Context: an optimization exercise on an open-source flow, tuned for small area, a short achievable clock period and few clock cycles per item. The choices shown serve that exercise and are no tape-out recipe.
In this exercise RTL edits were held to simulation tests only and were not proved equivalent to the original.

**flow/config.mk**
```make
export PLATFORM = sky130hd
export DESIGN_NAME = ck_cubic
export DESIGN_NICKNAME = ck_cubic
export VERILOG_FILES = /design/flow/design.v
export SDC_FILE = /design/flow/constraint.sdc
export NUM_CORES = 4
export LEC_CHECK = 0
export CAP_MARGIN = 20
export CORE_MARGIN = 2
export CORE_UTILIZATION = 35
export SLEW_MARGIN = 20
```
**flow/constraint.sdc**
```tcl
create_clock -name core_clock -period 25.0 [get_ports {clk}]
set_input_delay 5.0000 -clock core_clock [delete_from_list [all_inputs] [get_ports {clk}]]
set_output_delay 5.0000 -clock core_clock [all_outputs]
set_load 0.01 [all_outputs]
```
**flow/design.v**
```verilog
module ck_nf_round (
    input  wire               s,
    input  wire signed [10:0] e,
    input  wire [24:0]        M,
    input  wire [24:0]        F,
    input  wire               st,
    output wire [34:0]        y,
    output wire               ovf
);
    wire [24:0] oh_r = {M[23:0], 1'b1} & ~M;           
    wire [23:0] oh_l = oh_r[23:0];                     
    wire [23:0] K    = F[24:1] & ~M[23:0];
    wire rnd    = |(F & oh_r);
    wire lsb    = |(K & oh_l);
    wire sticky = st | |(F & M);
    wire inc    = rnd & (sticky | lsb);
    wire [24:0] KI   = {1'b0, K | M[23:0]} + 25'd1;
    wire [24:0] Ksum = inc ? KI : {1'b0, K};
    wire signed [10:0] eo = Ksum[24] ? e + 11'sd1 : e;
    wire [22:0]        mo = Ksum[24] ? 23'd0 : Ksum[22:0];
    wire               zo = (Ksum[24:23] == 2'b00);
    assign ovf = !zo && (eo > 11'sd127);
    assign y   = {s, zo, eo[9:0], mo};
endmodule
module ck_nf_round24 (
    input  wire               s,
    input  wire signed [10:0] e,
    input  wire [24:0]        F,
    input  wire               st,
    output wire [34:0]        y
);
    wire inc = F[0] & (st | F[1]);
    wire [24:0] Ksum = {1'b0, F[24:1]} + {24'd0, inc};
    wire signed [10:0] eo = Ksum[24] ? e + 11'sd1 : e;
    wire [22:0]        mo = Ksum[24] ? 23'd0 : Ksum[22:0];
    assign y = {s, 1'b0, eo[9:0], mo};
endmodule
module ck_nf_kpos (
    input  wire signed [10:0] e,
    output wire [4:0]         k
);
    wire signed [11:0] kr = -12'sd126 - e;
    assign k = (e >= -11'sd126) ? 5'd0 : ((kr > 12'sd25) ? 5'd25 : kr[4:0]);
endmodule
module ck_nf_therm (
    input  wire [4:0]  k,
    output reg  [24:0] M
);
    integer i;
    always @* begin
        for (i = 0; i < 25; i = i + 1)
            M[i] = (i < k);
    end
endmodule
module ck_nf_unpack (
    input  wire [31:0] x,
    output wire [34:0] y,
    output wire        inf,
    output wire        nan
);
    wire [7:0]  ex = x[30:23];
    wire [22:0] fx = x[22:0];
    reg  [4:0]  lz;
    integer i;
    always @* begin
        lz = 5'd0;
        for (i = 0; i < 23; i = i + 1)
            if (fx[i]) lz = 5'd22 - i[4:0];
    end
    wire [22:0] fn = (fx << lz) << 1;
    wire sub = (ex == 8'd0);
    wire signed [9:0] en = sub ? (-10'sd127 - {5'd0, lz}) : ({2'b0, ex} - 10'sd127);
    assign y   = {x[31], sub && (fx == 23'd0), en, sub ? fn : fx};
    assign inf = (ex == 8'hff) && (fx == 23'd0);
    assign nan = (ex == 8'hff) && (fx != 23'd0);
endmodule
module ck_nf_pack (
    input  wire [34:0] x,
    output wire [31:0] y
);
    wire               s = x[34], z = x[33];
    wire signed [9:0]  e = x[32:23];
    wire [22:0]        m = x[22:0];
    wire signed [10:0] kr = -11'sd126 - e;
    wire [4:0]  k  = kr[4:0];
    wire [23:0] dm = {1'b1, m} >> k;
    wire [7:0]  eb = e[7:0] + 8'd127;
    assign y = z ? {s, 31'd0} :
               (e < -10'sd126) ? {s, 8'd0, dm[22:0]} : {s, eb, m};
endmodule
module ck_nf_mul #(
    parameter EXACT = 1
) (
    input  wire        clk,
    input  wire [34:0] a,
    input  wire [34:0] b,
    output reg  [34:0] y,
    output reg         ovf
);
    wire [23:0] ma = {1'b1, a[22:0]};
    wire [23:0] mb = {1'b1, b[22:0]};
    wire signed [10:0] e_c  = {a[32], a[32:23]} + {b[32], b[32:23]};
    wire [4:0] k0_c, k1_c;
    ck_nf_kpos u_k0 (.e(e_c),          .k(k0_c));
    ck_nf_kpos u_k1 (.e(e_c + 11'sd1), .k(k1_c));
    reg  [35:0] pl, ph;
    reg  signed [10:0] ee;
    reg  [4:0] k0, k1;
    reg  s, z;
    always @(posedge clk) begin
        pl <= ma * mb[11:0];
        ph <= ma * mb[23:12];
        ee <= e_c;
        k0 <= EXACT ? k0_c : 5'd0;
        k1 <= EXACT ? k1_c : 5'd0;
        s  <= a[34] ^ b[34];
        z  <= a[33] | b[33];
    end
    wire [24:0] M0, M1;
    ck_nf_therm u_m0 (.k(k0), .M(M0));
    ck_nf_therm u_m1 (.k(k1), .M(M1));
    wire [47:0] P  = {12'd0, pl} + {ph, 12'd0};
    wire [24:0] F  = P[47] ? P[47:23] : P[46:22];
    wire        st = P[47] ? |P[22:0] : |P[21:0];
    wire signed [10:0] e = P[47] ? ee + 11'sd1 : ee;
    wire [34:0] r;
    wire        rovf;
    generate if (EXACT) begin : g_x
        wire [24:0] M = P[47] ? M1 : M0;
        ck_nf_round u_rnd (.s(s), .e(e), .M(M), .F(F), .st(st), .y(r), .ovf(rovf));
    end else begin : g_f
        ck_nf_round24 u_rnd (.s(s), .e(e), .F(F), .st(st), .y(r));
        assign rovf = 1'b0;
    end endgenerate
    always @(posedge clk) begin
        y   <= z ? {s, 1'b1, 33'd0} : r;
        ovf <= !z & rovf;
    end
endmodule
module ck_nf_half (
    input  wire        clk,
    input  wire [34:0] a,
    output reg  [34:0] y
);
    wire signed [10:0] e = {a[32], a[32:23]} - 11'sd1;
    wire [4:0]  k;
    wire [24:0] M;
    ck_nf_kpos  u_k (.e(e), .k(k));
    ck_nf_therm u_m (.k(k), .M(M));
    wire [34:0] r;
    wire        rovf;
    ck_nf_round u_rnd (.s(a[34]), .e(e), .M(M), .F({1'b1, a[22:0], 1'b0}), .st(1'b0), .y(r), .ovf(rovf));
    always @(posedge clk)
        y <= a[33] ? a : r;
endmodule
module ck_nf_x15 (
    input  wire        clk,
    input  wire [34:0] a,
    output reg  [34:0] y
);
    wire [23:0] ma = {1'b1, a[22:0]};
    wire [25:0] P  = {2'b0, ma} + {1'b0, ma, 1'b0};    
    wire [24:0] Fx = P[25] ? P[25:1] : P[24:0];
    wire        st = P[25] & P[0];
    wire signed [10:0] e = {a[32], a[32:23]} + (P[25] ? 11'sd1 : 11'sd0);
    wire [34:0] r;
    ck_nf_round24 u_rnd (.s(a[34]), .e(e), .F(Fx), .st(st), .y(r));
    always @(posedge clk)
        y <= a[33] ? a : r;
endmodule
module ck_nf_add (
    input  wire        clk,
    input  wire [34:0] a,
    input  wire [34:0] b,
    output reg  [34:0] y,
    output reg         ovf
);
    wire [33:0] ka = {~a[33], ~a[32], a[31:0]};
    wire [33:0] kb = {~b[33], ~b[32], b[31:0]};
    wire        swap = kb > ka;
    wire [34:0] p = swap ? b : a;
    wire [34:0] q = swap ? a : b;
    wire signed [10:0] dab = {a[32], a[32:23]} - {b[32], b[32:23]};
    wire signed [10:0] dba = {b[32], b[32:23]} - {a[32], a[32:23]};
    wire signed [10:0] d   = swap ? dba : dab;
    wire [4:0]  dc = (d > 11'sd26) ? 5'd26 : d[4:0];
    wire [49:0] wide = {1'b1, q[22:0], 26'd0} >> dc;
    reg  [26:0] xp, xq;
    reg         sub1, sp1, pass1;
    reg  signed [9:0] ep1;
    reg  [34:0] pv1;
    always @(posedge clk) begin
        xq    <= {wide[49:24], |wide[23:0]};
        xp    <= {1'b1, p[22:0], 3'd0};
        sub1  <= p[34] ^ q[34];
        sp1   <= p[34];
        ep1   <= p[32:23];
        pass1 <= q[33];
        pv1   <= p[33] ? {p[34] & q[34], 1'b1, 33'd0} : p;
    end
    wire [27:0] sum_c = sub1 ? ({1'b0, xp} - {1'b0, xq}) : ({1'b0, xp} + {1'b0, xq});
    reg [4:0] lz_c;
    integer i;
    always @* begin
        lz_c = 5'd27;
        for (i = 0; i < 27; i = i + 1)
            if (sum_c[i]) lz_c = 5'd26 - i[4:0];
    end
    reg  [27:0] sum;
    reg  [4:0]  lz;
    reg  signed [9:0] ep;
    reg  sp, pass;
    reg  [34:0] pv;
    always @(posedge clk) begin
        sum <= sum_c; lz <= lz_c; ep <= ep1; sp <= sp1; pass <= pass1; pv <= pv1;
    end
    wire [26:0] nsum = sum[26:0] << lz;
    wire [24:0] F  = sum[27] ? sum[27:3] : nsum[26:2];
    wire        st = sum[27] ? |sum[2:0] : |nsum[1:0];
    wire signed [10:0] e = sum[27] ? {ep[9], ep} + 11'sd1 : {ep[9], ep} - {6'd0, lz};
    wire [34:0] r;
    ck_nf_round24 u_rnd (.s(sp), .e(e), .F(F), .st(st), .y(r));
    wire zero = (sum == 28'd0);
    always @(posedge clk) begin
        y   <= pass ? pv : (zero ? {1'b0, 1'b1, 33'd0} : r);
        ovf <= !pass & !zero & (r[32:23] > 10'sd127) & ~r[32];
    end
endmodule
module ck_nf_cadd #(
    parameter [34:0] C   = 35'd0,
    parameter        SUB = 1
) (
    input  wire        clk,
    input  wire [34:0] x,
    output wire [34:0] y
);
    ck_nf_add u_a (.clk(clk), .a(C), .b({x[34] ^ SUB[0], x[33:0]}), .y(y), .ovf());
endmodule
module ck_cubic (
    input  wire        clk,
    input  wire        rst,         
    input  wire        in_valid,
    output wire        in_ready,
    input  wire [31:0] in_f,
    input  wire [31:0] in_ym1,
    input  wire [31:0] in_y0,
    input  wire [31:0] in_y1,
    input  wire [31:0] in_y2,
    output wire        out_valid,
    input  wire        out_ready,
    output wire [31:0] out_data
);
    localparam LM = 2;       
    localparam LA = 3;       
    localparam LC = 3;       
    function integer max2(input integer x, input integer y);
        max2 = (x > y) ? x : y;
    endfunction
    function integer clog2(input integer x);
        integer v;
        begin
            clog2 = 0;
            for (v = x - 1; v > 0; v = v >> 1) clog2 = clog2 + 1;
        end
    endfunction
    localparam T_F   = 1;
    localparam T_G   = T_F + 1;                   
    localparam T_B   = T_F + LC;                  
    localparam T_N   = T_F + LC;                  
    localparam T_S   = T_F + LM;                  
    localparam T_H   = T_G + LC;                  
    localparam T_J   = T_G + LC;                  
    localparam T_M   = T_S + 1;                   
    localparam T_C   = T_B + LM;                  
    localparam T_I   = max2(T_S, T_H) + LM;       
    localparam T_K   = T_J + LM;                  
    localparam T_W2  = max2(T_M, T_N) + LM;       
    localparam T_D   = T_C + LC;                  
    localparam T_W0  = T_I + LC;                  
    localparam T_L   = T_K + LC;                  
    localparam T_WM1 = T_D + LM;                  
    localparam T_W1  = T_L + LM;                  
    localparam T_PM1 = T_WM1 + LM;
    localparam T_P0  = T_W0 + LM;
    localparam T_P1  = T_W1 + LM;
    localparam T_P2  = T_W2 + LM;
    localparam T_S1  = max2(T_PM1, T_P0) + LA;
    localparam T_S2  = max2(T_S1, T_P1) + LA;
    localparam T_S3  = max2(T_S2, T_P2) + LA;
    localparam T_OUT = T_S3 + 1;
    localparam [34:0] C_HALF    = {1'b0, 1'b0, -10'sd1, 23'h000000};
    localparam [34:0] C_ONE     = {1'b0, 1'b0,  10'sd0, 23'h000000};
    localparam [34:0] C_NONE    = {1'b1, 1'b0,  10'sd0, 23'h000000};
    localparam [34:0] C_TWO     = {1'b0, 1'b0,  10'sd1, 23'h000000};
    localparam [34:0] C_NTWOH   = {1'b1, 1'b0,  10'sd1, 23'h200000};
    localparam [34:0] C_NHALF   = {1'b1, 1'b0, -10'sd1, 23'h000000};
    localparam CAP = T_OUT + 3;                    
    localparam CW  = clog2(CAP + 1);
    reg          rdy;
    reg [CW-1:0] cnt;                              
    reg          hv;                               
    reg [31:0]   head;
    wire acc  = in_valid & rdy & ~rst;
    wire take = hv & out_ready & ~rst;
    wire [CW-1:0] cnt_n = cnt + {{(CW-1){1'b0}}, acc} - {{(CW-1){1'b0}}, take};
    always @(posedge clk) begin
        if (rst) begin
            cnt <= {CW{1'b0}};
            rdy <= 1'b1;
        end else begin
            cnt <= cnt_n;
            rdy <= (cnt_n < CAP);
        end
    end
    assign in_ready  = rdy;
    assign out_valid = hv;
    assign out_data  = head;
    reg [T_OUT:0] vp;                              
    always @(posedge clk) begin
        if (rst) vp <= {(T_OUT+1){1'b0}};
        else     vp <= {vp[T_OUT-1:0], acc};
    end
    reg [31:0] r_f, r_ym1, r_y0, r_y1, r_y2;
    always @(posedge clk) begin
        r_f <= in_f; r_ym1 <= in_ym1; r_y0 <= in_y0; r_y1 <= in_y1; r_y2 <= in_y2;
    end
    wire [34:0] f_c;
    wire        f_inf, f_nan;
    ck_nf_unpack u_uf (.x(r_f), .y(f_c), .inf(f_inf), .nan(f_nan));
    reg  [34:0] f1;
    always @(posedge clk) f1 <= f_c;
    wire [34:0] g, s, n, b, h, j, m, w2, c, i_, k, d, w0, l, wm1, w1;
    wire [34:0] f_half = {f1[34:33], f1[32:23] - 10'd1, f1[22:0]};
    ck_nf_x15                                     u_g (.clk(clk), .a(f1), .y(g));
    ck_nf_cadd #(.C(C_ONE),   .SUB(1))            u_b (.clk(clk), .x(f_half), .y(b));
    ck_nf_cadd #(.C(C_NONE),  .SUB(0))            u_n (.clk(clk), .x(f1), .y(n));
    ck_nf_mul                                     u_s (.clk(clk), .a(f1), .b(f1), .y(s), .ovf());
    ck_nf_cadd #(.C(C_NTWOH), .SUB(0))            u_h (.clk(clk), .x(g), .y(h));
    ck_nf_cadd #(.C(C_TWO),   .SUB(1))            u_j (.clk(clk), .x(g), .y(j));
    ck_nf_half                                    u_m (.clk(clk), .a(s), .y(m));
    wire [34:0] m_d, n_d, f_cc, s_i, h_i, f_k;
    ck_dly #(35, T_W2 - LM - T_M) d_m (.clk(clk), .x(m), .y(m_d));
    ck_dly #(35, T_W2 - LM - T_N) d_n (.clk(clk), .x(n), .y(n_d));
    ck_nf_mul                                     u_w2 (.clk(clk), .a(m_d), .b(n_d), .y(w2), .ovf());
    ck_dly #(35, T_C - LM - T_F) d_fc (.clk(clk), .x(f1), .y(f_cc));
    ck_nf_mul #(.EXACT(0))                        u_c (.clk(clk), .a(f_cc), .b(b), .y(c), .ovf());
    ck_dly #(35, T_I - LM - T_S) d_s (.clk(clk), .x(s), .y(s_i));
    ck_dly #(35, T_I - LM - T_H) d_h (.clk(clk), .x(h), .y(h_i));
    ck_nf_mul #(.EXACT(0))                        u_i (.clk(clk), .a(s_i), .b(h_i), .y(i_), .ovf());
    ck_dly #(35, T_K - LM - T_F) d_fk (.clk(clk), .x(f1), .y(f_k));
    ck_nf_mul #(.EXACT(0))                        u_k (.clk(clk), .a(f_k), .b(j), .y(k), .ovf());
    ck_nf_cadd #(.C(C_NHALF), .SUB(0))            u_d  (.clk(clk), .x(c), .y(d));
    ck_nf_cadd #(.C(C_ONE),   .SUB(0))            u_w0 (.clk(clk), .x(i_), .y(w0));
    ck_nf_cadd #(.C(C_HALF),  .SUB(0))            u_l  (.clk(clk), .x(k), .y(l));
    wire [34:0] f_m1, f_1;
    ck_dly #(35, T_WM1 - LM - T_F) d_fm1 (.clk(clk), .x(f1), .y(f_m1));
    ck_nf_mul                                     u_wm1 (.clk(clk), .a(f_m1), .b(d), .y(wm1), .ovf());
    ck_dly #(35, T_W1 - LM - T_F) d_f1 (.clk(clk), .x(f1), .y(f_1));
    ck_nf_mul                                     u_w1  (.clk(clk), .a(f_1), .b(l), .y(w1), .ovf());
    wire [36:0] pm1, p0, p1, p2;       
    ck_prod #(T_WM1 - 1) u_pm1 (.clk(clk), .w(wm1), .yraw(r_ym1), .p(pm1));
    ck_prod #(T_W0 - 1)  u_p0  (.clk(clk), .w(w0),  .yraw(r_y0),  .p(p0));
    ck_prod #(T_W1 - 1)  u_p1  (.clk(clk), .w(w1),  .yraw(r_y1),  .p(p1));
    ck_prod #(T_W2 - 1)  u_p2  (.clk(clk), .w(w2),  .yraw(r_y2),  .p(p2));
    wire [36:0] pm1_d, p0_d, p1_d, p2_d, s1, s2, s3;
    ck_dly #(37, T_S1 - LA - T_PM1) d_pm1 (.clk(clk), .x(pm1), .y(pm1_d));
    ck_dly #(37, T_S1 - LA - T_P0)  d_p0  (.clk(clk), .x(p0),  .y(p0_d));
    ck_sum u_s1 (.clk(clk), .a(pm1_d), .b(p0_d), .y(s1));
    ck_dly #(37, T_S2 - LA - T_P1)  d_p1  (.clk(clk), .x(p1),  .y(p1_d));
    ck_sum u_s2 (.clk(clk), .a(s1), .b(p1_d), .y(s2));
    ck_dly #(37, T_S3 - LA - T_P2)  d_p2  (.clk(clk), .x(p2),  .y(p2_d));
    ck_sum u_s3 (.clk(clk), .a(s2), .b(p2_d), .y(s3));
    wire [31:0] pk_res;
    ck_nf_pack u_pk (.x(s3[34:0]), .y(pk_res));
    reg  [31:0] res;
    always @(posedge clk)
        res <= s3[36] ? 32'h7fc00000 : (s3[35] ? {s3[34], 8'hff, 23'd0} : pk_res);
    wire po = vp[T_OUT];
    localparam DS = CAP - 1;
    localparam PW = clog2(DS);
    reg [31:0]   mem [0:DS-1];
    reg [PW-1:0] rd, wr;
    reg [CW-1:0] fill;
    wire         load = ~hv | take;                
    wire         from_mem = load & (fill != 0);
    wire         direct   = load & (fill == 0) & po;
    wire         wr_en    = po & ~direct;
    always @(posedge clk) begin
        if (rst) begin
            hv   <= 1'b0;
            rd   <= {PW{1'b0}};
            wr   <= {PW{1'b0}};
            fill <= {CW{1'b0}};
        end else begin
            if (load) hv <= from_mem | direct;
            if (from_mem) rd <= (rd == DS - 1) ? {PW{1'b0}} : rd + 1'b1;
            if (wr_en)    wr <= (wr == DS - 1) ? {PW{1'b0}} : wr + 1'b1;
            fill <= fill + {{(CW-1){1'b0}}, wr_en} - {{(CW-1){1'b0}}, from_mem};
        end
        if (from_mem)    head <= mem[rd];
        else if (direct) head <= res;
        if (wr_en) mem[wr] <= res;
    end
endmodule
module ck_dly #(
    parameter W = 32,
    parameter N = 1
) (
    input  wire         clk,
    input  wire [W-1:0] x,
    output wire [W-1:0] y
);
    generate if (N == 0) begin : g_w
        assign y = x;
    end else begin : g_r
        reg [W-1:0] r [0:N-1];
        integer q;
        always @(posedge clk) begin
            r[0] <= x;
            for (q = 1; q < N; q = q + 1) r[q] <= r[q-1];
        end
        assign y = r[N-1];
    end endgenerate
endmodule
module ck_prod #(
    parameter D = 1
) (
    input  wire        clk,
    input  wire [34:0] w,          
    input  wire [31:0] yraw,       
    output wire [36:0] p           
);
    wire [31:0] yd;
    ck_dly #(32, D) d_y (.clk(clk), .x(yraw), .y(yd));
    wire [34:0] yn_c;
    wire        yi_c, yx_c;
    ck_nf_unpack u_u (.x(yd), .y(yn_c), .inf(yi_c), .nan(yx_c));
    reg [34:0] yn;
    reg        yi, yx;
    always @(posedge clk) begin
        yn <= yn_c; yi <= yi_c; yx <= yx_c;
    end
    wire [34:0] q;
    wire        ovf;
    ck_nf_mul u_m (.clk(clk), .a(w), .b(yn), .y(q), .ovf(ovf));
    reg [1:0] fl1, fl2;
    always @(posedge clk) begin
        fl1 <= {yx | (yi & w[33]), yi & ~w[33]};
        fl2 <= fl1;
    end
    assign p = {fl2[1], fl2[0] | ovf, q};
endmodule
module ck_sum (
    input  wire        clk,
    input  wire [36:0] a,
    input  wire [36:0] b,
    output wire [36:0] y
);
    wire [34:0] q;
    wire        ovf;
    ck_nf_add u_a (.clk(clk), .a(a[34:0]), .b(b[34:0]), .y(q), .ovf(ovf));
    wire nan_c = a[36] | b[36] | (a[35] & b[35] & (a[34] ^ b[34]));
    wire inf_c = ~nan_c & (a[35] | b[35]);
    wire sgn_c = a[35] ? a[34] : b[34];
    wire [2:0] fl;
    ck_dly #(3, 3) d_fl (.clk(clk), .x({nan_c, inf_c, sgn_c}), .y(fl));
    assign y = fl[2] ? {1'b1, 1'b0, 35'd0} :
               fl[1] ? {1'b0, 1'b1, fl[0], 34'd0} :
               ovf   ? {1'b0, 1'b1, q[34], 34'd0} : {2'b00, q};
endmodule
```
**flow/run.sh**
```bash
#!/bin/bash
# synth_recipe.tcl (not shown) runs the flow's synth.tcl, then flattens the netlist and writes it again
# the make line also repeats each setting of config.mk as NAME=value (left out here)
make -C /OpenROAD-flow-scripts/flow DESIGN_CONFIG=/design/flow/config.mk WORK_HOME=/design/flow/orfs CLKGATE_MAP_FILE= SYNTH_SCRIPT=/design/flow/synth_recipe.tcl finish
```
==> notes.md, run 1 <==
clk root buf=clkbuf_16; DR DRC count=0; CTS Sinks=roughly 7000; Die ar.=~1400000 um^2; WL met3=around 84000 um; global-route wire length before repair=2201000 um; First-pass DRT Iterations=7; final net count=60880; 1st-iter DRT viols=roughly 29000; CP Data Required Time=roughly 26 ns; # IOs=between 150 and 200; Row Count=about 440; worst-skew pair later-pin latency=between 1 and 1.5 ns; Gate Count Post-Synth=roughly 54000; Overflow after GRT=0; vias in the first global route=373700; post-detail-place hpwl=~1100000 um; Post-CTS Hold Fix Bufs=0; final setup fails=0; Post-synth EDFFs=between 800 and 900; cts bufs inserted=755; CTS tree=built; Final Wtd Congestion=between 0.9 and 1; worst slack at placement=15.60 ns; share of cells above drive strength 1=about 6.3%; post-cts sizing count=0; mapped cell area=between 400000 and 500000 um^2; post-CTS setup buffers=0; worst hold slack=0.2231 ns; CP Launch Type=flip-flop; largest net degree at the start of global routing=around 120; die height=1193 um; status=no timing/DRC/antenna violations; skew final=~0.18 ns; top sig layer=met5; Slew HR=18.37%; RSZ-0062 raised after global routing=false; sequential area share after synthesis=29.53%; Synth area leaders=dfxtp_1 (24%), fa_1 (20%), ha_1 (7.4%); area share of the largest cell type after synthesis=24.49%; FILL cells=~140k; Worst EP arrival=~10 ns; Final Max Slew Viols=0; antenna violations before repair=126; dominant cell type by area after synthesis=dfxtp_1; Final ANT Viol Nets=0; CP max FO=20; Max Cap Viol=0; library cells used by synthesis=133; met2 WL post-DR=between 600000 and 700000 um; synth cell count leaders=inv_1 (6496), nand2_1 (6142), dfxtp_1 (6054); Hold Vio Cnt, Final=0; all-layer global routing usage=~19%; most numerous cell in the Yosys netlist=inv_1; Die X=approximately 1200 um; Syn Area/Cell=just over 9 um^2; fin crit share=35.53%; fmax=112.6 MHz; maximum clock path buffer count=5; final WL=1415000 um; Starting Density=35.11%; Post-synth top flop=dfxtp_1; buffers added on ports=roughly 200; met1 WL=a little over 600000 um; Vias/cell=between 5 and 6; fin crit period=about 8.9 ns; Synth async-reset ratio=0%; number of synthesized register bits=6886; synth warn=38; Critical Path End Type=flip-flop; Reg clk slew, reported paths=about 0.060 ns; CTS H-tree depth=6; drt wl/cell=19.43 um; setup TNS=0 ns; routed via count=approximately 370k; worst hold-check path type=reg2reg; Setup CP Type=reg2reg; CORE AREA=about 1400000 um^2; Slew @ Worst Pin=1.212 ns; Area growth syn-to-layout=10.27%; PnR worst setup slack=16.12 ns
[critical path: stages, from the launching register on]
cell and delay, ns:
dfxtp_1 0.30, buf_4 0.24, inv_1 0.49, buf_4 0.35, nor2_1 0.09, fa_1 0.64, inv_1 0.07, fa_1 0.48
inv_1 0.05, fa_1 0.48, inv_1 0.06, fa_1 0.50, inv_1 0.06, fa_1 0.44, ha_1 0.22, o31ai_1 0.41
a211oi_1 0.21, o311ai_0 0.69, o22ai_1 0.26, o41ai_1 0.82, o21ai_0 0.36, or4_1 0.51, a31oi_1 0.29, nor2b_1 0.09
o21a_1 0.19, o41a_1 0.32, xnor2_1 0.13
[layer usage]
metal  up-vias  track usage [%]
li1     176500                -
met1    184400            25.93
met2     11310            31.73
met3      2382            2.666
met4        24            7.956
met5         -                0
[path summary, 6_finish.rpt]
path,from,to,slack [ns],cells past startpoint
worst max-delay path,f1[9]$_DFF_P_,u_s.pl[35]$_DFF_P_,16.12,26
worst min-delay path,u_s1.u_a.pv1[8]$_SDFF_PP0_,u_s1.u_a.pv[8]$_DFF_P_,0.22,0
worst max register to register,f1[9]$_DFF_P_,u_s.pl[35]$_DFF_P_,16.12,26
worst min register to register,u_s1.u_a.pv1[8]$_SDFF_PP0_,u_s1.u_a.pv[8]$_DFF_P_,0.22,0
[cell usage in the layout, fill, tap and decap left out, drive strengths merged, types with 219 or more instances in the layout]
| cell type | Yosys | routed |
|---|---|---|
| inv | 6504 | 6588 |
| nand2 | 6146 | 6146 |
| dfxtp | 6054 | 6054 |
| fa | 4832 | 4832 |
| nor2 | 3458 | 3458 |
| ha | 2933 | 2933 |
| and2 | 2592 | 2592 |
| a21oi | 2471 | 2471 |
| o21ai | 2013 | 2013 |
| xnor2 | 1458 | 1458 |
| nor3 | 1102 | 1102 |
| mux2i | 1084 | 1084 |
| clkbuf | 2101 | 961 |
| nand3 | 866 | 866 |
| buf | 382 | 846 |
| edfxtp | 832 | 832 |
| xor2 | 699 | 699 |
| nor2b | 511 | 511 |
| a211oi | 500 | 500 |
| a21o | 467 | 467 |
| diode | 0 | 409 |
| and3 | 401 | 401 |
| nand2b | 398 | 398 |
| mux4 | 391 | 391 |
| a31oi | 353 | 353 |
| o21bai | 323 | 323 |
| nand4 | 320 | 320 |
| nor4 | 318 | 318 |
| or3 | 280 | 280 |
| mux2 | 274 | 274 |
| o21a | 270 | 270 |
| a22o | 256 | 256 |
| or2 | 256 | 256 |
| clkinv | 35 | 230 |
| o22ai | 226 | 226 |
| a21boi | 223 | 223 |
| o211ai | 219 | 219 |
[cell families (layout without fill, tap and decap cells)]
group,after synthesis,count (layout),synth area share [%]
AND/OR/NAND/NOR,17120,17120,16.52
buffers and inverters,9022,8969,6.906
AO/OA/AOI/OAI,8924,8924,11.67
adder cells (fa/ha/maj),7766,7766,26.96
flip-flops,6886,6886,29.53
XOR/XNOR,2157,2157,3.820
multiplexers,1749,1749,4.599
other,1,426,0.0007576
[registers in the layout, indices dropped and copies added (netlist names), 37 cells and up, named ones only]
register,count
d_p2.g_r.r,407
d_p0.g_r.r,37
d_p1.g_r.r,74
d_f1.g_r.r,306
u_p1.d_y.g_r.r,352
u_pm1.d_y.g_r.r,320
u_p0.d_y.g_r.r,288
d_s.g_r.r,68
u_p2.d_y.g_r.r,160
mem,800
[per-stage QoR]
step	cell area (um^2)	utilization (%)	cells
floorplan	495000	-	53640
global placement	517900	36.74	71020
detailed placement	517900	36.74	71020
CTS	544500	38.63	72410
global route	545700	38.71	72800
finish	545800	38.72	72830
[final cells by class]
class	count	area, um^2	share of cell area [%]
Antenna cell	409	1023	0.1875
Multi-Input combinational cell	37730	315400	57.78
Clock buffer	961	20780	3.808
Sequential cell	6886	146200	26.79
Inverter	6539	24540	4.497
Clock inverter	426	5808	1.064
Timing Repair Buffer	1043	8482	1.554
Tap cell	18830	23570	4.318
Testbench counts, summed over its fixed seeds: cycles 3,400, items 3,200.
==> run 2, diff against run 1 <==
--- a/flow/design.v
+++ b/flow/design.v
@@ -102,8 +102,4 @@
     wire signed [10:0] e_c  = {a[32], a[32:23]} + {b[32], b[32:23]};
-    wire [4:0] k0_c, k1_c;
-    ck_nf_kpos u_k0 (.e(e_c),          .k(k0_c));
-    ck_nf_kpos u_k1 (.e(e_c + 11'sd1), .k(k1_c));
     reg  [35:0] pl, ph;
     reg  signed [10:0] ee;
-    reg  [4:0] k0, k1;
     reg  s, z;
@@ -113,4 +109,2 @@
         ee <= e_c;
-        k0 <= EXACT ? k0_c : 5'd0;
-        k1 <= EXACT ? k1_c : 5'd0;
         s  <= a[34] ^ b[34];
@@ -118,2 +112,5 @@
     end
+    wire [4:0] k0, k1;
+    ck_nf_kpos u_k0 (.e(ee),          .k(k0));
+    ck_nf_kpos u_k1 (.e(ee + 11'sd1), .k(k1));
     wire [24:0] M0, M1;
@@ -155,18 +152,63 @@
 endmodule
+module ck_nf_sqr (
+    input  wire        clk,
+    input  wire [31:0] x,
+    output reg  [34:0] y
+);
+    wire [11:0] A = {1'b1, x[22:12]};
+    wire [11:0] B = x[11:0];
+    wire signed [10:0] e_c = {2'b0, x[30:23], 1'b0} - 11'sd254;
+    reg  [23:0] qa, qb, qab;
+    reg  signed [10:0] ee;
+    reg  z;
+    always @(posedge clk) begin
+        qa  <= A * A;
+        qb  <= B * B;
+        qab <= A * B;
+        ee  <= e_c;
+        z   <= (x[30:23] == 8'd0);
+    end
+    wire [4:0] k0, k1;
+    ck_nf_kpos u_k0 (.e(ee),          .k(k0));
+    ck_nf_kpos u_k1 (.e(ee + 11'sd1), .k(k1));
+    wire [24:0] M0, M1;
+    ck_nf_therm u_m0 (.k(k0), .M(M0));
+    ck_nf_therm u_m1 (.k(k1), .M(M1));
+    wire [47:0] P  = {qa, qb} + {11'd0, qab, 13'd0};
+    wire [24:0] F  = P[47] ? P[47:23] : P[46:22];
+    wire        st = P[47] ? |P[22:0] : |P[21:0];
+    wire signed [10:0] e = P[47] ? ee + 11'sd1 : ee;
+    wire [24:0] M  = P[47] ? M1 : M0;
+    wire [34:0] r;
+    wire        rovf;
+    ck_nf_round u_rnd (.s(1'b0), .e(e), .M(M), .F(F), .st(st), .y(r), .ovf(rovf));
+    always @(posedge clk)
+        y <= z ? {1'b0, 1'b1, 33'd0} : r;
+endmodule
 module ck_nf_x15 (
     input  wire        clk,
-    input  wire [34:0] a,
+    input  wire [31:0] x,
     output reg  [34:0] y
 );
-    wire [23:0] ma = {1'b1, a[22:0]};
-    wire [25:0] P  = {2'b0, ma} + {1'b0, ma, 1'b0};    
+    wire [23:0] ma = {1'b1, x[22:0]};
+    reg  [25:0] P;           
+    reg  signed [10:0] ea;
+    reg  sa, za;
+    always @(posedge clk) begin
+        P  <= {2'b0, ma} + {1'b0, ma, 1'b0};
+        ea <= {3'b0, x[30:23]} - 11'sd127;
+        sa <= x[31];
+        za <= (x[30:23] == 8'd0);
+    end
     wire [24:0] Fx = P[25] ? P[25:1] : P[24:0];
     wire        st = P[25] & P[0];
-    wire signed [10:0] e = {a[32], a[32:23]} + (P[25] ? 11'sd1 : 11'sd0);
+    wire signed [10:0] e = P[25] ? ea + 11'sd1 : ea;
     wire [34:0] r;
-    ck_nf_round24 u_rnd (.s(a[34]), .e(e), .F(Fx), .st(st), .y(r));
+    ck_nf_round24 u_rnd (.s(sa), .e(e), .F(Fx), .st(st), .y(r));
     always @(posedge clk)
-        y <= a[33] ? a : r;
+        y <= za ? {sa, 1'b1, 33'd0} : r;
 endmodule
-module ck_nf_add (
+module ck_nf_add #(
+    parameter PIPE = 3
+) (
     input  wire        clk,
@@ -186,16 +228,23 @@
     wire [4:0]  dc = (d > 11'sd26) ? 5'd26 : d[4:0];
-    wire [49:0] wide = {1'b1, q[22:0], 26'd0} >> dc;
+    wire [4:0]  tza, tzb;
+    ck_nf_tz u_tza (.m({~a[33], a[22:0]}), .tz(tza));
+    ck_nf_tz u_tzb (.m({~b[33], b[22:0]}), .tz(tzb));
+    wire [4:0]  tzq = swap ? tza : tzb;
+    wire [25:0] al  = {~q[33], q[22:0], 2'b00} >> dc;
+    wire [26:0] xq_c = {al, ~q[33] & ({1'b0, dc} > {1'b0, tzq} + 6'd2)};
+    wire [26:0] xp_c = {~p[33], p[22:0], 3'd0};
+    wire        sub_c = p[34] ^ q[34];
+    wire        zs_c = p[34] & q[34];
     reg  [26:0] xp, xq;
-    reg         sub1, sp1, pass1;
+    reg         sub1, sp1, zs1;
     reg  signed [9:0] ep1;
-    reg  [34:0] pv1;
-    always @(posedge clk) begin
-        xq    <= {wide[49:24], |wide[23:0]};
-        xp    <= {1'b1, p[22:0], 3'd0};
-        sub1  <= p[34] ^ q[34];
-        sp1   <= p[34];
-        ep1   <= p[32:23];
-        pass1 <= q[33];
-        pv1   <= p[33] ? {p[34] & q[34], 1'b1, 33'd0} : p;
-    end
+    generate if (PIPE >= 3) begin : g_p3
+        always @(posedge clk) begin
+            xp <= xp_c; xq <= xq_c; sub1 <= sub_c; sp1 <= p[34]; ep1 <= p[32:23]; zs1 <= zs_c;
+        end
+    end else begin : g_p2
+        always @* begin
+            xp = xp_c; xq = xq_c; sub1 = sub_c; sp1 = p[34]; ep1 = p[32:23]; zs1 = zs_c;
+        end
+    end endgenerate
     wire [27:0] sum_c = sub1 ? ({1'b0, xp} - {1'b0, xq}) : ({1'b0, xp} + {1'b0, xq});
@@ -211,6 +260,5 @@
     reg  signed [9:0] ep;
-    reg  sp, pass;
-    reg  [34:0] pv;
+    reg  sp, zs;
     always @(posedge clk) begin
-        sum <= sum_c; lz <= lz_c; ep <= ep1; sp <= sp1; pass <= pass1; pv <= pv1;
+        sum <= sum_c; lz <= lz_c; ep <= ep1; sp <= sp1; zs <= zs1;
     end
@@ -224,4 +272,4 @@
     always @(posedge clk) begin
-        y   <= pass ? pv : (zero ? {1'b0, 1'b1, 33'd0} : r);
-        ovf <= !pass & !zero & (r[32:23] > 10'sd127) & ~r[32];
+        y   <= zero ? {zs, 1'b1, 33'd0} : r;
+        ovf <= !zero & (r[32:23] > 10'sd127) & ~r[32];
     end
@@ -229,4 +277,5 @@
 module ck_nf_cadd #(
-    parameter [34:0] C   = 35'd0,
-    parameter        SUB = 1
+    parameter [34:0] C    = 35'd0,
+    parameter        SUB  = 1,
+    parameter        PIPE = 3
 ) (
@@ -236,3 +285,14 @@
 );
-    ck_nf_add u_a (.clk(clk), .a(C), .b({x[34] ^ SUB[0], x[33:0]}), .y(y), .ovf());
+    ck_nf_add #(.PIPE(PIPE)) u_a (.clk(clk), .a(C), .b({x[34] ^ SUB[0], x[33:0]}), .y(y), .ovf());
+endmodule
+module ck_nf_tz (
+    input  wire [23:0] m,
+    output reg  [4:0]  tz
+);
+    integer i;
+    always @* begin
+        tz = 5'd24;
+        for (i = 23; i >= 0; i = i - 1)
+            if (m[i]) tz = i[4:0];
+    end
 endmodule
@@ -266,6 +326,6 @@
     localparam T_F   = 1;
-    localparam T_G   = T_F + 1;                   
-    localparam T_B   = T_F + LC;                  
-    localparam T_N   = T_F + LC;                  
-    localparam T_S   = T_F + LM;                  
+    localparam T_G   = 2;                         
+    localparam T_B   = LC;                        
+    localparam T_N   = LC;                        
+    localparam T_S   = 2;                         
     localparam T_H   = T_G + LC;                  
@@ -289,3 +349,3 @@
     localparam T_S3  = max2(T_S2, T_P2) + LA;
-    localparam T_OUT = T_S3 + 1;
+    localparam T_OUT = T_S3;
     localparam [34:0] C_HALF    = {1'b0, 1'b0, -10'sd1, 23'h000000};
@@ -302,5 +362,9 @@
     reg [31:0]   head;
-    wire acc  = in_valid & rdy & ~rst;
-    wire take = hv & out_ready & ~rst;
-    wire [CW-1:0] cnt_n = cnt + {{(CW-1){1'b0}}, acc} - {{(CW-1){1'b0}}, take};
+    wire acc  = in_valid & rdy;
+    wire take = hv & out_ready;
+    wire [CW-1:0] cnt_up = cnt + 1'b1;
+    wire [CW-1:0] cnt_dn = cnt - 1'b1;
+    wire rdy_up = (cnt_up < CAP);
+    wire rdy_eq = (cnt < CAP);
+    wire rdy_dn = (cnt_dn < CAP);
     always @(posedge clk) begin
@@ -310,4 +374,7 @@
         end else begin
-            cnt <= cnt_n;
-            rdy <= (cnt_n < CAP);
+            case ({acc, take})
+                2'b10:   begin cnt <= cnt_up; rdy <= rdy_up; end
+                2'b01:   begin cnt <= cnt_dn; rdy <= rdy_dn; end
+                default: begin cnt <= cnt;    rdy <= rdy_eq; end
+            endcase
         end
@@ -332,7 +399,9 @@
     wire [34:0] g, s, n, b, h, j, m, w2, c, i_, k, d, w0, l, wm1, w1;
-    wire [34:0] f_half = {f1[34:33], f1[32:23] - 10'd1, f1[22:0]};
-    ck_nf_x15                                     u_g (.clk(clk), .a(f1), .y(g));
+    wire        f_nrm  = (r_f[30:23] != 8'd0);
+    wire [34:0] f_raw  = {r_f[31], ~f_nrm, {2'b0, r_f[30:23]} - 10'd127, r_f[22:0] & {23{f_nrm}}};
+    wire [34:0] f_half = {r_f[31], ~f_nrm, {2'b0, r_f[30:23]} - 10'd128, r_f[22:0] & {23{f_nrm}}};
+    ck_nf_x15                                     u_g (.clk(clk), .x(r_f), .y(g));
     ck_nf_cadd #(.C(C_ONE),   .SUB(1))            u_b (.clk(clk), .x(f_half), .y(b));
-    ck_nf_cadd #(.C(C_NONE),  .SUB(0))            u_n (.clk(clk), .x(f1), .y(n));
-    ck_nf_mul                                     u_s (.clk(clk), .a(f1), .b(f1), .y(s), .ovf());
+    ck_nf_cadd #(.C(C_NONE),  .SUB(0))            u_n (.clk(clk), .x(f_raw), .y(n));
+    ck_nf_sqr                                     u_s (.clk(clk), .x(r_f), .y(s));
     ck_nf_cadd #(.C(C_NTWOH), .SUB(0))            u_h (.clk(clk), .x(g), .y(h));
@@ -374,5 +443,3 @@
     ck_nf_pack u_pk (.x(s3[34:0]), .y(pk_res));
-    reg  [31:0] res;
-    always @(posedge clk)
-        res <= s3[36] ? 32'h7fc00000 : (s3[35] ? {s3[34], 8'hff, 23'd0} : pk_res);
+    wire [31:0] res = s3[36] ? 32'h7fc00000 : (s3[35] ? {s3[34], 8'hff, 23'd0} : pk_res);
     wire po = vp[T_OUT];
@@ -382,7 +449,14 @@
     reg [PW-1:0] rd, wr;
+    reg          ne;                               
     reg [CW-1:0] fill;
-    wire         load = ~hv | take;                
-    wire         from_mem = load & (fill != 0);
-    wire         direct   = load & (fill == 0) & po;
-    wire         wr_en    = po & ~direct;
+    wire [PW-1:0] rd_n = (rd == DS - 1) ? {PW{1'b0}} : rd + 1'b1;
+    wire [PW-1:0] wr_n = (wr == DS - 1) ? {PW{1'b0}} : wr + 1'b1;
+    wire [CW-1:0] fill_up = fill + 1'b1;
+    wire [CW-1:0] fill_dn = fill - 1'b1;
+    wire          ne_dn   = (fill_dn != {CW{1'b0}});
+    wire [31:0]   mem_rd  = mem[rd];
+    wire          load     = ~hv | out_ready;      
+    wire          from_mem = load & ne;
+    wire          direct   = load & ~ne & po;
+    wire          keep     = po & ~(load & ~ne);   
     always @(posedge clk) begin
@@ -393,11 +467,16 @@
             fill <= {CW{1'b0}};
+            ne   <= 1'b0;
         end else begin
-            if (load) hv <= from_mem | direct;
-            if (from_mem) rd <= (rd == DS - 1) ? {PW{1'b0}} : rd + 1'b1;
-            if (wr_en)    wr <= (wr == DS - 1) ? {PW{1'b0}} : wr + 1'b1;
-            fill <= fill + {{(CW-1){1'b0}}, wr_en} - {{(CW-1){1'b0}}, from_mem};
+            if (load) hv <= ne | po;
+            if (from_mem) rd <= rd_n;
+            if (keep)     wr <= wr_n;
+            case ({keep, from_mem})
+                2'b10:   begin fill <= fill_up; ne <= 1'b1;  end
+                2'b01:   begin fill <= fill_dn; ne <= ne_dn; end
+                default: ;
+            endcase
         end
-        if (from_mem)    head <= mem[rd];
+        if (from_mem)    head <= mem_rd;
         else if (direct) head <= res;
-        if (wr_en) mem[wr] <= res;
+        if (po) mem[wr] <= res;
     end
@@ -466,5 +545,3 @@
     ck_dly #(3, 3) d_fl (.clk(clk), .x({nan_c, inf_c, sgn_c}), .y(fl));
-    assign y = fl[2] ? {1'b1, 1'b0, 35'd0} :
-               fl[1] ? {1'b0, 1'b1, fl[0], 34'd0} :
-               ovf   ? {1'b0, 1'b1, q[34], 34'd0} : {2'b00, q};
+    assign y = {fl[2], fl[1] | ovf, fl[1] ? fl[0] : q[34], q[33:0]};
 endmodule
--- a/flow/config.mk
+++ b/flow/config.mk
@@ -7,2 +7,3 @@
 export LEC_CHECK = 0
+export ABC_AREA = 1
 export CAP_MARGIN = 20
@@ -10,2 +11,3 @@
 export CORE_UTILIZATION = 35
+export PLACE_DENSITY = 0.42
 export SLEW_MARGIN = 20
==> notes.md, run 2 <==
post-CTS setup buffers=0; antenna violations before repair=between 100 and 150; worst-skew pair later-pin latency=1.21 ns; PnR worst setup slack=17.73 ns; global-route wire length before repair=between 2000000 and 2500000 um; Syn Area/Cell=~7.7 um^2; Final ANT Viol Nets=0; main combinational cell family by area after synthesis=adder cells; # IOs=~200; Reg clk slew, reported paths=~0.06 ns; share of cells above drive strength 1=approximately 4.2%; DR DRC count=0; sequential area share after synthesis=a little over a quarter; Worst EP arrival=between 2 and 2.5 ns; CP delay by family, top=buffers and inverters; Post-synth EDFFs=about 770; multiplexer share of the synthesized area=0.3189%; Die ar.=1355000 um^2; CTS tree=built; Largest regs=mem x736, d_p2.g_r.r x407, u_p1.d_y.g_r.r x352; Post-synth top flop=dfxtp_1; dominant cell type by area after synthesis=dfxtp_1; Post-Layout Inst Area=around 520000 um^2; Starting Density=around a third; Slew @ Worst Pin=approximately 1.2 ns; RSZ-0062 raised after global routing=false; worst hold-check path type=reg2reg; placed cell area=about 490000 um^2; Slew HR=between 15 and 20%; final setup fails=0; most numerous cell in the Yosys netlist=nand2_1; number of flip-flops in the largest register=around 740; critical path's slowest cell=clkdlybuf4s50_1; synth cell count leaders=nand2_1 (14520), inv_1 (12000), dfxtp_1 (5184); area share of the largest cell type after synthesis=22.04%; Row Count=about 430; die height=~1200 um; Post-Synth Simple-Gate Area=19.72%; fin crit share=29.07%; Die X=around 1200 um; number of synthesized register bits=a little under 6000; worst slack at placement=roughly 17 ns; 1st-iter DRT viols=around 25000; cts bufs inserted=722; Overflow after GRT=0; Hold Vio Cnt, Final=0; worst-path cell chain=clkdlybuf4s50_1; skew final=between 0.1 and 0.15 ns; Critical Path End Type=output port; CP Data Required Time=around 20 ns; mapped cell area=470900 um^2; Gate Count Post-Synth=just over 60000; Final Wtd Congestion=a little over 0.9; Area growth syn-to-layout=9.825%; post-cts sizing count=0; Vias/cell=approximately 4.8; Final Max Slew Viols=0; adder-cell share of the synthesized area=between 20% and 30%; CP Launch Type=flip-flop; all-layer global routing usage=between 20% and 30%; CTS H-tree depth=6; commonest non-fill, non-tap cells in the layout=nand2_1 (14520), inv_1 (11990), dfxtp_1 (5161), fa_1 (4705), nor2_1 (3988); synth warn=36; fin crit period=7.268 ns; most flop-heavy register=mem; Worst path max stage delay=around 0.59 ns; post-synthesis compound-gate area fraction=under 10%; final net count=about 68000; drt wl/cell=19.01 um; status=no timing/DRC/antenna violations; post-detail-place hpwl=approximately 1200000 um; Post-CTS Hold Fix Bufs=0; most common cell after layout, fill and taps aside=nand2_1; CTS Sinks=just under 6000; routed via count=roughly 380k; fmax=roughly 140 MHz; CP max FO=1; clk root buf=clkbuf_16; First-pass DRT Iterations=6; vias in the first global route=between 300k and 400k; buffers added on ports=about 200; Synth area leaders=dfxtp_1 (22%), fa_1 (20%), nand2_1 (12%); Buf/Inv on CP=1; final WL=~1500000 um; Setup CP Type=reg2out; XOR/XNOR Fraction of Synth Area=3.831%; Synth async-reset ratio=0%; largest net degree at the start of global routing=about 150; maximum clock path buffer count=5; library cells used by synthesis=100; CORE AREA=between 1000000 and 1500000 um^2; Max Cap Viol=0; setup TNS=0 ns
run 2: cell count changes after synthesis, sizes merged, moves of 914 or more:
cell   delta
inv    +5600
mux2i   -934
nand3  +1537
nand2  +8490
xnor2   -914
o21ai  +1753
and2   -2577
run 2: final cells by class:
| class | instances | area (um^2) |
|---|---|---|
| flip-flops and latches | 5952 | 126900 |
| fillers | 141400 | 826000 |
| inverters | 12150 | 45630 |
| multi-input cells | 40850 | 290200 |
| diodes | 106 | 265.3 |
| clock inverters | 392 | 4891 |
| clock buffers | 920 | 19910 |
| repair buffers | 877 | 7107 |
| well taps | 17760 | 22220 |
run 2: kinds of logic (layout without fill, tap and decap cells):
logic type	count (synthesis)	count (layout)
and+or+nand+nor	22730	22730
buffers and inverters	14290	14340
AOI/OAI and AO/OA	8203	8203
adders and majority gates	7713	7713
DFF	5952	5952
xor gates and xnor gates	2048	2048
muxes	150	150
other	2	118
run 2: path summary, 6_finish.rpt:
check        depth (start not counted)                           from                             to  slack (ns)
max                                  1             head[26]$_DFFE_PP_                   out_data[26]       17.73
min                                  0  u_p2.d_y.g_r.r[2][25]$_DFF_P_  u_p2.d_y.g_r.r[3][25]$_DFF_P_        0.28
max reg2reg                         23            u_p2.yn[15]$_DFF_P_        u_p2.u_m.ph[32]$_DFF_P_       17.83
min reg2reg                          0  u_p2.d_y.g_r.r[2][25]$_DFF_P_  u_p2.d_y.g_r.r[3][25]$_DFF_P_        0.28
run 2: metrics by stage:
step	util (%)	instances	hold WS, ns
final	38.50	79010	0.2769
after global routing	38.50	78980	0.2769
after CTS	38.48	78900	0.2734
after detailed placement	36.63	77590	0.3120
after global placement	36.63	77590	0.3097
after floorplan	-	61090	0.3096
run 2: per-layer routing:
layer,vias to the layer above,global-route usage [%],share of wire (%)
met5,-,0,0.0061
met4,16,4.860,2.4
met3,1535,2.012,3.9
met2,7080,35.65,45
met1,181500,31.70,49
li1,187800,-,-
Testbench counts of run 2, summed over its fixed seeds: cycles 3,384, items 3,200.

-- separate check: timing with driven ports --
How much do the figures lean on ideal ports? The routed layouts below were timed once more, with nothing changed but the port constraints.
Step 1 assumes that a clkbuf_16 drives the clock port and a buf_2 every other input.
Step 2 also shifts input and output timing later by t, the mid clock arrival at the registers, as if the neighbouring blocks saw the same clock.
Three values: ideal, step 1, step 2; two values: the first two.
run	t, ns	slack for setup (ns)	worst setup path after step 2
run 1	1.354	16.118 / 16.118 / 15.612	input to register
run 2	1.326	17.731 / 17.564 / 17.441	input to register
After both steps setup and hold are still met in every run listed. The setup slack of run 1, which loses most, moves by 0.000 ns with the drivers and by -0.506 ns with both steps.
